What follows belongs to an exercise in optimizing a design on an open flow for small area; a production flow would make more cautious choices. Function was checked by simulation only, so behaviour that the tests miss may differ from the original. No activity file was given, so power comes from the tool's default toggle rates.

==> design/flow/design.v <==
module iris_core (
    input  wire        clk,
    input  wire        rst,         
    input  wire        cmd_valid,
    output wire        cmd_ready,
    input  wire [39:0] cmd,
    output reg         rsp_valid,
    output wire [39:0] rsp
);
    localparam [7:0] TERM = 8'h01;
    localparam [7:0] OP_RB_CREATE   = 8'h01;
    localparam [7:0] OP_RB_PUSH     = 8'h02;
    localparam [7:0] OP_RB_POP      = 8'h03;
    localparam [7:0] OP_SNAP_BIND   = 8'h10;
    localparam [7:0] OP_SNAP_UNBIND = 8'h11;
    localparam [7:0] OP_SNAP_WR     = 8'h12;
    localparam [7:0] OP_HDR_BIND    = 8'h14;
    localparam [7:0] OP_HDR_UNBIND  = 8'h15;
    localparam [7:0] OP_HDR_WR      = 8'h16;
    localparam [7:0] OP_OUT_RD      = 8'h18;
    localparam [7:0] OP_LPS_RD      = 8'h19;
    localparam [7:0] OP_PM_LPS      = 8'h20;
    localparam [7:0] OP_PM_MATCH    = 8'h21;
    localparam [7:0] OP_ROT         = 8'h22;
    localparam [7:0] OP_VALIDATE    = 8'h23;
    localparam [7:0] OP_SYNC        = 8'h24;
    localparam [7:0] OP_REG_RD      = 8'h30;
    localparam [7:0] ST_OK               = 8'h00;
    localparam [7:0] ST_FULL             = 8'h01;
    localparam [7:0] ST_EMPTY            = 8'h02;
    localparam [7:0] ST_ALLOC_FAIL       = 8'h03;
    localparam [7:0] ST_VALID            = 8'h10;
    localparam [7:0] ST_HEADER_NOT_FOUND = 8'h11;
    localparam [7:0] ST_PAYLOAD_INVALID  = 8'h12;
    localparam [7:0] ST_NULL_OR_EMPTY    = 8'h13;
    localparam [7:0] ST_EMPTY_HEADER     = 8'h14;
    localparam [7:0] ST_NO_BUFFER        = 8'h20;
    localparam [7:0] ST_BAD_ARG          = 8'h21;
    localparam [7:0] ST_ILLEGAL_CMD      = 8'h22;
    localparam [7:0] ST_NOT_READY        = 8'h23;
    localparam [2:0] FS_START     = 3'd0;
    localparam [2:0] FS_REJECTED  = 3'd1;
    localparam [2:0] FS_NOT_FOUND = 3'd2;
    localparam [2:0] FS_VALID     = 3'd5;
    localparam [2:0] FS_INVALID   = 3'd6;
    localparam [2:0] S_IDLE = 3'd0;
    localparam [2:0] S_MOD  = 3'd1;    
    localparam [2:0] S_LPS  = 3'd2;    
    localparam [2:0] S_SCAN = 3'd3;    
    localparam [2:0] S_ROT  = 3'd4;    
    localparam [2:0] S_VAL  = 3'd5;    
    reg  [3:0]   ph;
    reg  [127:0] stg;
    reg  [127:0] snp;
    reg  [63:0]  hdr;
    reg  [127:0] outb;
    reg  [23:0]  lps;
    reg  [7:0]   vv;
    wire [7:0] stg_t = stg[7:0];
    wire [7:0] snp_t = snp[7:0];
    wire [7:0] hdr_t = hdr[7:0];
    wire [7:0] out_t = outb[7:0];
    wire [2:0] lps_t = lps[2:0];
    wire       v_t   = vv[0];
    reg        rb_valid;
    reg [4:0]  capacity;
    reg [3:0]  head;
    reg [3:0]  tail;
    reg        snap_present;
    reg [4:0]  data_len;
    reg        hdr_present;
    reg [3:0]  hdr_len;
    reg [2:0]  fs_state;
    reg [3:0]  lps_len;
    reg        hp_valid;
    reg [3:0]  header_pos;
    reg [4:0]  out_len;
    reg [4:0]  rsp_st;
    reg [7:0]  rsp_d;
    assign rsp = {2'b00, rsp_st[4:3], 1'b0, rsp_st[2:0], 24'd0, rsp_d};
    reg [2:0]  state;
    reg        sub;        
    reg        ksync;      
    reg        klps;       
    reg [7:0]  c;
    reg        prev;       
    reg [2:0]  lpsval;
    reg [3:0]  k;          
    reg [4:0]  v;          
    reg [3:0]  rem;        
    reg        ok;
    wire [3:0] m = hdr_len;
    wire [4:0] n = data_len;
    wire [7:0]  op    = cmd[39:32];
    wire [31:0] arg   = cmd[31:0];
    wire [23:0] idx   = cmd[31:8];
    wire [7:0]  abyte = cmd[7:0];
    wire fmt_n_ok = (arg == 32'd0);
    wire fmt_b_ok = (arg[31:8] == 24'd0);
    wire fmt_i_ok = (arg[7:0] == 8'd0);
    reg legal;
    always @(*) begin
        case (op)
            OP_RB_CREATE, OP_SNAP_BIND, OP_SNAP_WR, OP_HDR_BIND, OP_HDR_WR, OP_ROT:
                legal = 1'b1;
            OP_RB_PUSH, OP_REG_RD:
                legal = fmt_b_ok;
            OP_OUT_RD, OP_LPS_RD:
                legal = fmt_i_ok;
            OP_RB_POP, OP_SNAP_UNBIND, OP_HDR_UNBIND, OP_PM_LPS, OP_PM_MATCH,
            OP_VALIDATE, OP_SYNC:
                legal = fmt_n_ok;
            default:
                legal = 1'b0;
        endcase
    end
    wire [3:0] head_next = ({1'b0, head} + 5'd1 == capacity) ? 4'd0 : head + 4'd1;
    wire       rb_empty  = rb_valid && (head == tail);
    wire       rb_full   = rb_valid && (head_next == tail);
    wire       snap_ok   = snap_present && (n != 5'd0);
    wire       is_push = (op == OP_RB_PUSH);
    wire       is_pop  = (op == OP_RB_POP);
    wire       p16     = is_push || is_pop || op == OP_SNAP_WR || op == OP_OUT_RD;
    wire       p8      = (op == OP_HDR_WR) || (op == OP_LPS_RD);
    wire [3:0] tgt     = is_push ? head : is_pop ? tail : idx[3:0];
    wire       at_tgt  = (ph[2:0] == tgt[2:0]) && (p8 || ph[3] == tgt[3]);
    wire       rot_mod = (op == OP_ROT) && snap_ok;
    assign cmd_ready = (state == S_IDLE) ? (!(p16 || p8) || at_tgt) && !rot_mod
                                         : (state == S_MOD) && (v == 5'd31);
    wire accept = cmd_valid && cmd_ready;
    reg        reg_ok;
    reg [4:0]  reg_val;
    always @(*) begin
        reg_ok  = 1'b1;
        reg_val = 5'd0;
        case (abyte)
            8'h00: reg_val = {2'd0, rb_full, rb_empty, rb_valid};
            8'h01: reg_val = capacity;
            8'h02: reg_val = {1'b0, head};
            8'h03: reg_val = {1'b0, tail};
            8'h04: reg_val = {4'd0, snap_present};
            8'h05: reg_val = data_len;
            8'h06: reg_val = {4'd0, hdr_present};
            8'h07: reg_val = {1'b0, hdr_len};
            8'h08: reg_val = {1'b0, lps_len};
            8'h09: reg_val = {4'd0, hp_valid};
            8'h0A: reg_val = {1'b0, header_pos};
            8'h0B: reg_val = out_len;
            8'h0C: reg_val = {2'd0, fs_state};
            8'h10: reg_val = 5'd16;
            8'h11: reg_val = 5'd16;
            8'h12: reg_val = 5'd8;
            8'h13: reg_val = 5'd1;
            default: reg_ok = 1'b0;
        endcase
    end
    wire [2:0] t      = ph[2:0];
    wire       eq     = (hdr_t == c);
    wire       lmode  = (state == S_LPS);
    wire       first  = lmode ? (k == 4'd0) : (v == 5'd0);
    wire       vnew   = eq && (((t == 3'd0) && !(lmode && first)) || (prev && !first));
    wire       sweep  = (state == S_LPS || state == S_SCAN) && sub;
    wire [3:0] m1     = m - 4'd1;
    wire [4:0] spos   = v - {1'b0, m1};           
    wire       s_last = (spos == n - 5'd1);
    wire [4:0] k_inc  = {1'b0, k} + 5'd1;
    wire [4:0] rem_i  = {1'b0, rem} + 5'd1;
    wire       mbit   = arg[~v];
    wire [4:0] rsh    = {rem, mbit};
    wire [3:0] rstep  = (rsh >= n) ? (rsh - n) : rsh[3:0];
    wire [1:0] cmin   = (m >= 4'd3) ? 2'd3 : m[1:0];
    wire       vbad   = ((ph < {2'b00, cmin}) && (out_t != hdr_t)) ||
                        ({1'b0, ph} == out_len - 5'd1 && out_t != TERM);
    wire       ok_nx  = ok && !vbad;
    wire do_cmd  = accept && (state == S_IDLE) && legal;
    wire stg_we  = do_cmd && is_push && rb_valid && (head_next != tail);
    wire snp_we  = do_cmd && (op == OP_SNAP_WR) && (idx < 24'd16);
    wire hdr_we  = do_cmd && (op == OP_HDR_WR) && (idx < 24'd8);
    wire lps_we  = (state == S_LPS) && sub && (t == k[2:0]);
    wire out_we  = (state == S_ROT) && sub && (ph == k);
    always @(posedge clk) begin
        stg  <= {stg_we ? abyte : stg_t, stg[127:8]};
        snp  <= {snp_we ? abyte : snp_t, snp[127:8]};
        hdr  <= {hdr_we ? abyte : hdr_t, hdr[63:8]};
        outb <= {out_we ? c : out_t, outb[127:8]};
        lps  <= {lps_we ? lpsval : lps_t, lps[23:3]};
        vv   <= {sweep ? vnew : v_t, vv[7:1]};
        prev <= v_t;
    end
    task respond(input [7:0] st, input [7:0] rd);
        begin
            rsp_valid <= 1'b1;
            rsp_st    <= {st[5], st[4], st[2], st[1], st[0]};
            rsp_d     <= rd;
        end
    endtask
    always @(posedge clk) begin
        if (rst) begin
            ph           <= 4'd0;
            rb_valid     <= 1'b0;
            capacity     <= 5'd0;
            head         <= 4'd0;
            tail         <= 4'd0;
            snap_present <= 1'b0;
            data_len     <= 5'd0;
            hdr_present  <= 1'b0;
            hdr_len      <= 4'd0;
            fs_state     <= FS_START;
            lps_len      <= 4'd0;
            hp_valid     <= 1'b0;
            header_pos   <= 4'd0;
            out_len      <= 5'd0;
            state        <= S_IDLE;
            rsp_valid    <= 1'b0;
            rsp_st       <= 5'd0;
            rsp_d        <= 8'd0;
        end else begin
            ph        <= ph + 4'd1;
            rsp_valid <= 1'b0;
            case (state)
            S_IDLE: if (cmd_valid && rot_mod && legal) begin
                rem   <= 4'd0;
                v     <= 5'd0;
                state <= S_MOD;
            end else if (accept) begin
                if (!legal) begin
                    respond(ST_ILLEGAL_CMD, 8'd0);
                end else begin
                    case (op)
                    OP_RB_CREATE: begin
                        head <= 4'd0;
                        tail <= 4'd0;
                        if (arg == 32'd0 || arg > 32'd16) begin
                            rb_valid <= 1'b0;
                            capacity <= 5'd0;
                            respond(ST_ALLOC_FAIL, 8'd0);
                        end else begin
                            rb_valid <= 1'b1;
                            capacity <= arg[4:0];
                            respond(ST_OK, 8'd0);
                        end
                    end
                    OP_RB_PUSH: begin
                        if (!rb_valid)
                            respond(ST_NO_BUFFER, 8'd0);
                        else if (head_next == tail)
                            respond(ST_FULL, 8'd0);
                        else begin
                            head <= head_next;
                            respond(ST_OK, 8'd0);
                        end
                    end
                    OP_RB_POP: begin
                        if (!rb_valid)
                            respond(ST_NO_BUFFER, 8'd0);
                        else if (head == tail)
                            respond(ST_EMPTY, 8'd0);
                        else begin
                            tail <= ({1'b0, tail} + 5'd1 == capacity) ? 4'd0 : tail + 4'd1;
                            respond(ST_OK, stg_t);
                        end
                    end
                    OP_SNAP_BIND: begin
                        if (arg > 32'd16)
                            respond(ST_BAD_ARG, 8'd0);
                        else begin
                            snap_present <= 1'b1;
                            data_len     <= arg[4:0];
                            respond(ST_OK, 8'd0);
                        end
                    end
                    OP_SNAP_UNBIND: begin
                        snap_present <= 1'b0;
                        data_len     <= 5'd0;
                        respond(ST_OK, 8'd0);
                    end
                    OP_SNAP_WR: begin
                        if (idx >= 24'd16)
                            respond(ST_BAD_ARG, 8'd0);
                        else
                            respond(ST_OK, 8'd0);
                    end
                    OP_HDR_BIND: begin
                        if (arg > 32'd8)
                            respond(ST_BAD_ARG, 8'd0);
                        else begin
                            hdr_present <= 1'b1;
                            hdr_len     <= arg[3:0];
                            respond(ST_OK, 8'd0);
                        end
                    end
                    OP_HDR_UNBIND: begin
                        hdr_present <= 1'b0;
                        hdr_len     <= 4'd0;
                        respond(ST_OK, 8'd0);
                    end
                    OP_HDR_WR: begin
                        if (idx >= 24'd8)
                            respond(ST_BAD_ARG, 8'd0);
                        else
                            respond(ST_OK, 8'd0);
                    end
                    OP_OUT_RD: begin
                        if (idx >= {19'd0, out_len})
                            respond(ST_BAD_ARG, 8'd0);
                        else
                            respond(ST_OK, out_t);
                    end
                    OP_LPS_RD: begin
                        if (idx >= {20'd0, lps_len})
                            respond(ST_BAD_ARG, 8'd0);
                        else
                            respond(ST_OK, {5'd0, lps_t});
                    end
                    OP_REG_RD: begin
                        if (!reg_ok)
                            respond(ST_BAD_ARG, 8'd0);
                        else
                            respond(ST_OK, {3'd0, reg_val});
                    end
                    OP_PM_LPS: begin
                        lps_len <= 4'd0;
                        if (!hdr_present)
                            respond(ST_NULL_OR_EMPTY, 8'd0);
                        else if (m == 4'd0)
                            respond(ST_EMPTY_HEADER, 8'd0);
                        else begin
                            klps  <= 1'b1;
                            ksync <= 1'b0;
                            k     <= 4'd0;
                            sub   <= 1'b0;
                            state <= S_LPS;
                        end
                    end
                    OP_PM_MATCH, OP_SYNC: begin
                        lps_len    <= 4'd0;
                        hp_valid   <= 1'b0;
                        header_pos <= 4'd0;
                        if (op == OP_SYNC) begin
                            out_len  <= 5'd0;
                            fs_state <= FS_START;
                        end
                        if (!snap_ok || !hdr_present) begin
                            if (op == OP_SYNC)
                                fs_state <= FS_REJECTED;
                            respond(ST_NULL_OR_EMPTY, 8'd0);
                        end else if (m == 4'd0) begin
                            if (op == OP_SYNC)
                                fs_state <= FS_REJECTED;
                            respond(ST_EMPTY_HEADER, 8'd0);
                        end else begin
                            klps  <= 1'b0;
                            ksync <= (op == OP_SYNC);
                            k     <= 4'd0;
                            sub   <= 1'b0;
                            state <= S_LPS;
                        end
                    end
                    OP_ROT: begin
                        out_len <= 5'd0;
                        respond(ST_NULL_OR_EMPTY, 8'd0);
                    end
                    OP_VALIDATE: begin
                        if (!hdr_present)
                            respond(ST_NULL_OR_EMPTY, 8'd0);
                        else if (m == 4'd0)
                            respond(ST_EMPTY_HEADER, 8'd0);
                        else if (out_len == 5'd0)
                            respond(ST_NOT_READY, 8'd0);
                        else begin
                            ksync <= 1'b0;
                            sub   <= 1'b0;
                            state <= S_VAL;
                        end
                    end
                    default: respond(ST_ILLEGAL_CMD, 8'd0);
                    endcase
                end
            end
            S_MOD: begin
                rem <= rstep;
                v   <= v + 5'd1;
                if (!cmd_valid) begin
                    state <= S_IDLE;
                end else if (v == 5'd31) begin
                    out_len <= 5'd0;
                    ksync   <= 1'b0;
                    k       <= 4'd0;
                    sub     <= 1'b0;
                    state   <= S_ROT;
                end
            end
            S_LPS: begin
                if (!sub) begin
                    if (t == k[2:0]) begin
                        c      <= hdr_t;
                        lpsval <= 3'd0;
                        sub    <= 1'b1;
                    end
                end else begin
                    if (vnew)
                        lpsval <= t + 3'd1;
                    if (t == k[2:0]) begin
                        sub <= 1'b0;
                        k   <= k_inc[3:0];
                        if (k_inc[3:0] == m) begin
                            lps_len <= m;
                            if (klps) begin
                                state <= S_IDLE;
                                respond(ST_OK, 8'd0);
                            end else if ({1'b0, m} > n) begin
                                if (ksync)
                                    fs_state <= FS_NOT_FOUND;
                                state <= S_IDLE;
                                respond(ST_HEADER_NOT_FOUND, 8'd0);
                            end else begin
                                k     <= 4'd0;
                                v     <= 5'd0;
                                state <= S_SCAN;
                            end
                        end
                    end
                end
            end
            S_SCAN: begin
                if (!sub) begin
                    if (ph == k) begin
                        c   <= snp_t;
                        sub <= 1'b1;
                    end
                end else begin
                    if (t == m1[2:0] && vnew) begin
                        hp_valid   <= 1'b1;
                        header_pos <= spos[3:0];
                        if (ksync) begin
                            rem   <= spos[3:0];
                            k     <= 4'd0;
                            sub   <= 1'b0;
                            state <= S_ROT;
                        end else begin
                            state <= S_IDLE;
                            respond(ST_OK, {4'd0, spos[3:0]});
                        end
                    end else if (t == k[2:0]) begin
                        if (s_last) begin
                            if (ksync)
                                fs_state <= FS_NOT_FOUND;
                            state <= S_IDLE;
                            respond(ST_HEADER_NOT_FOUND, 8'd0);
                        end else begin
                            v   <= v + 5'd1;
                            k   <= (k_inc == n) ? 4'd0 : k_inc[3:0];
                            sub <= 1'b0;
                        end
                    end
                end
            end
            S_ROT: begin
                if (!sub) begin
                    if (ph == rem) begin
                        c   <= snp_t;
                        sub <= 1'b1;
                    end
                end else if (ph == k) begin
                    k   <= k_inc[3:0];
                    rem <= (rem_i == n) ? 4'd0 : rem_i[3:0];
                    sub <= 1'b0;
                    if (k_inc == n) begin
                        out_len <= n;
                        if (ksync) begin
                            state <= S_VAL;
                        end else begin
                            state <= S_IDLE;
                            respond(ST_OK, 8'd0);
                        end
                    end
                end
            end
            S_VAL: begin
                if (!sub) begin
                    if (ph == 4'd15) begin
                        ok  <= (out_len >= {3'd0, cmin});
                        sub <= 1'b1;
                    end
                end else begin
                    ok <= ok_nx;
                    if (ph == 4'd15) begin
                        state <= S_IDLE;
                        if (ksync) begin
                            fs_state <= ok_nx ? FS_VALID : FS_INVALID;
                            respond(ok_nx ? ST_VALID : ST_PAYLOAD_INVALID, {4'd0, header_pos});
                        end else begin
                            respond(ok_nx ? ST_VALID : ST_PAYLOAD_INVALID, 8'd0);
                        end
                    end
                end
            end
            default: state <= S_IDLE;
            endcase
        end
    end
endmodule
==> design/flow/run.sh <==
#!/bin/bash
# synth_recipe.tcl (not shown) runs the flow's synth.tcl, then flattens the netlist and writes it again
# the make line also repeats each setting of config.mk as NAME=value (left out here)
make -C /OpenROAD-flow-scripts/flow DESIGN_CONFIG=/design/flow/config.mk WORK_HOME=/design/flow/orfs CLKGATE_MAP_FILE= SYNTH_SCRIPT=/design/flow/synth_recipe.tcl finish
==> design/flow/config.mk <==
export PLATFORM = sky130hd
export DESIGN_NAME = iris_core
export DESIGN_NICKNAME = iris_core
export VERILOG_FILES = /design/flow/design.v
export SDC_FILE = /design/flow/constraint.sdc
export NUM_CORES = 4
export LEC_CHECK = 0
export CAP_MARGIN = 20
export CORE_MARGIN = 2
export CORE_UTILIZATION = 40
export PLACE_DENSITY = 0.6
export SLEW_MARGIN = 20
==> design/flow/constraint.sdc <==
create_clock -name core_clock -period 10.0 [get_ports {clk}]
set_input_delay 2.0000 -clock core_clock [delete_from_list [all_inputs] [get_ports {clk}]]
set_output_delay 2.0000 -clock core_clock [all_outputs]
set_load 0.01 [all_outputs]
==> summary.md <==
| Metric | Value |
|---|---|
| Worst path bufs/invs | 2 |
| NumNets Final | 1794 |
| Number of buffers inserted by port buffering | 57 |
| Delay contributed by the slowest stage of the critical path | 1.00 ns |
| Post-route clock skew | 0.01931 ns |
| Number of placement rows | 80 |
| Type of element capturing the critical path | primary output |
| # placed instances | 2269 |
| Diodes inserted | 0 |
| Type of element launching the critical path | primary input |
| Register area share after synthesis | 61.39% |
| CTS clock-pin slew for the worst setup and hold paths | 0.07 ns |
| Final hold slack | 0.3185 ns |
| Hold path startpoint | hdr[12] |
| Critical path, cell by cell | clkdlybuf4s50_1 > nor3b_2 > a22oi_1 > nor3b_1 > nand4_1 > o21ba_2 > nand2b_1 > o21ai_0 > clkdlybuf4s50_1 |
| Kind of path behind the tightest hold check | flop to flop |
| Async set or reset register ratio after synthesis | 0% |
| Final period util | 73.67% |
| Cell at the root of the clock tree | clkbuf_16 |
| DR DRC count | 0 |
| Final instance count without filler cells | 2367 |
| Number of buffers between clock root and the deepest sink | 3 |
| First-pass GRT wire length | 75.34 mm |
| Slowest stage cell, crit path | clkdlybuf4s50_1 |
| Cell family with most CP delay | buffers and inverters |
| Vias per inst | 5.353 |
| EDFF count, synth | 28 |
| Arrival time worst endpoint | 5.37 ns |
| Fraction of final layout cells sized beyond drive strength 1 | 11.93% |
| DIE AREA | 49540 µm² |
| Final estimated routing congestion in global placement | 0.9441 |
| Area growth from synthesis to final layout | 15.54% |
| Max frequency | 135.7 MHz |
| Total clock buffers created by CTS | 53 |
| Area of the placeable core | 47450 µm² |
| Number of register bits inferred by synthesis | 572 |
| Setup Total Neg Slack | 0 ns |
| Cell type with the largest total area after synthesis | dfxtp_1 |
| Cell Pwr Density | 206.2 nW/µm² |
| Area fraction in and, or, nand and nor cells after synthesis | 12.32% |
| Number of antenna violations at the first check in global routing | 0 |
| Max-Cap Viols | 0 |
| Share of the synthesized area in the top cell type | 56.99% |
| Slew at the pin with the worst max-slew slack | 1.209 ns |
| Final Instance Area | 22080 µm² |
| Fin util | 46.53% |
| Max Slew Vio Count | 0 |
| Required time of the critical path | 8.00 ns |
| Post-synthesis share of cell area spent on full adders, half adders and majority gates | 2.829% |
| XOR/XNOR Fraction of Synth Area | 3.955% |
| CTS H-tree depth | 2 |
| Setup repair after global routing missed its margin | no |
| Hold violation total from the final report | 0 |
| Worst-case headroom to the max-slew limit | 18.23% |
| Most used flip-flop cell after synthesis | dfxtp_1 |
| Synth warn | 1 |
| Pin count of the biggest net entering global routing | 56 |
| Cell types with the largest area share after synthesis | dfxtp_1, edfxtp_1, ha_1 |
| Length of the first detailed-routing pass in iterations | 6 |
| Static leakage | 8.451 nW |
| Clock latency of the later-clocked register in the worst-skew pair | 0.59 ns |
| WL per Instance | 20.88 µm |
| Total global routing overflow | 0 |
| Compound-gate portion of the synthesized area | 10.37% |
| TritonCTS clock tree | yes |
| Period minus WS final | 7.367 ns |
| Global Route Usage Sum | 19.93% |
| Gate count of the mapped netlist | 1658 |
| Number of global-route vias before repair | 12318 |
| Synthesized area per cell | 11.52 µm² |
| Detailed Place HPWL | 35.34 mm |
| Number of buffers inserted by post-CTS setup repair | 0 |
| Chip width | 222.6 µm |
| Outcome | complete, no violations |
| Worst reg2reg startpoint | hdr_len[0] |
| CTS Sinks | 572 |
| Worst vdd rail ir drop | 0.0002024 V |
| Wire length reported by the detailed router | 49.42 mm |
| Number of DRC markers in iteration 0 | 1232 |
| Number of buffers inserted by hold repair at cts | 0 |
| Worst-path maximum fanout | 26 |
| Initial core utilization | 40.27% |
| Number of different library cells in the post-synthesis netlist | 99 |
| Dpl cell area | 20180 µm² |
| Worst setup startpoint | cmd[33] |
| ANT nets after route | 0 |
| Vias after detailed routing | 12670 |
| Fraction of synthesized area in multiplexers | 5.173% |
| Type of the worst setup path | primary input to primary output |
| Post-synthesis cell area | 19110 µm² |
| Final setup fails | 0 |
| Die extent in y | 222.6 µm |
| I/O pins | 85 |
| Largest family of logic cells by synthesized area | simple AND/OR/NAND/NOR gates |
| Most prevalent standard cell on the critical path | clkdlybuf4s50_1 |
| Number of instances resized during post-cts repair | 0 |
==> path summary, 6_finish.rpt <==
| path | endpoint | slack, ns | depth (start not counted) |
|---|---|---|---|
| setup / recovery | cmd_ready | 2.63 | 9 |
| hold / removal | hdr[4] | 0.32 | 0 |
| setup reg to reg | rsp_d[4] | 5.07 | 14 |
| hold reg to reg | hdr[4] | 0.32 | 0 |
==> flip-flops by register name, summed over array words and instances, names as in the netlist, 5 cells and up, named ones only <==
signal	count
outb	128
snp	128
stg	128
hdr	64
lps	24
c	8
rsp_d	8
vv	8
capacity	5
data_len	5
out_len	5
rsp_st	5
v	5
==> power by group <==
part	switching (mW)	internal, mW
Sequential	0.00232	2.30
Combinational	0.0779	0.0461
Clock	0.855	1.27
==> through the flow <==
step / setup slack [ns] / power [mW]
2_1_floorplan: 4.284 / 2.425
3_3_place_gp: 2.620 / 2.471
3_5_place_dp: 2.645 / 2.472
4_1_cts: 2.641 / 4.601
5_1_grt: 2.448 / 4.702
6_report: 2.633 / 4.553
==> final cells by class <==
class / instances / area (µm²)
fillers: 4343 / 25370
inverters: 55 / 206.4
flip-flops and latches: 572 / 11730
well taps: 615 / 769.5
clock buffers: 72 / 1509
multi-input cells: 946 / 6731
clock inverters: 26 / 385.4
repair buffers: 81 / 745.7
==> cell families after synthesis <==
family	count (synthesis)
flops	572
simple gates	439
compound gates	280
buf+inv	166
xor+xnor	83
mux	75
fa+ha+maj	42
other cells	1
==> placed cells by master, fill, tap and decap left out, types with 10 or more instances in the layout <==
cell type / count
dfxtp_1: 544
nor2_1: 94
nand2_1: 93
o21ai_0: 60
clkdlybuf4s50_1: 56
inv_1: 55
a21oi_1: 55
nand3_1: 55
clkbuf_16: 54
xnor2_1: 44
ha_1: 40
mux2_2: 38
xor2_1: 37
nor3_1: 33
edfxtp_1: 28
conb_1: 27
buf_4: 24
nor4_1: 22
nor2b_1: 19
mux2i_1: 17
nand4_1: 16
a31oi_1: 14
nand2b_1: 13
and3_1: 13
mux4_2: 12
a22oi_1: 11
and2_1: 10
a221oi_1: 10
==> synth_stat cells, types with 6 or more instances <==
library cell,instances
nand2_1,93
o211a_1,6
o221ai_1,6
mux4_2,12
nor3_1,33
mux2_4,8
nor4_1,23
a22oi_1,11
ha_1,40
edfxtp_1,28
nor2b_1,19
inv_1,55
a21oi_1,55
dfxtp_1,544
nand2b_1,13
or3_1,9
mux2_2,38
or2_2,8
a21o_1,6
clkbuf_1,66
o211ai_1,8
xor2_1,37
o31ai_1,7
nor4b_1,8
o21ai_0,60
nor3b_1,8
nand3_1,55
a211oi_1,7
buf_1,9
and2_1,10
nand4_1,16
and3_1,13
buf_4,27
a22o_1,8
a31o_2,6
a221oi_1,10
a31oi_1,14
o21a_1,6
mux2i_1,17
nor2_1,94
xnor2_1,44
==> routing by layer <==
metal	share of wire [%]	track usage, %	up-vias
li1	-	-	5900
met1	46	27.75	6222
met2	44	30.51	435
met3	5.9	3.438	113
met4	4.0	8.573	0
met5	0	0	-

==> what the ideal ports hide <==
Ports are ideal in the flow. The routed layout listed here was re-timed in OpenROAD.
Step 1, drivers: a clkbuf_16 drives clk and a buf_2 each remaining input, both assumed.
Step 2 adds t to the input delays and takes it off the output delays; t is the mean of the earliest and latest rising clock arrival at the registers after step 1. Input paths then give back, and output paths get back, about the clock's delay inside the block.
Slacks: ideal ports / drivers / drivers and shift; pairs: ideal ports / drivers.
shift t [ns]: 0.641
slack for setup (ns): 2.633 / 2.612 / 2.612
worst setup path after step 2: input to output
cell pins on the clock port's net: 1
After both steps setup and hold are still met in this run. For this run, drivers alone change the setup slack by -0.021 ns; drivers and shift together by -0.021 ns.
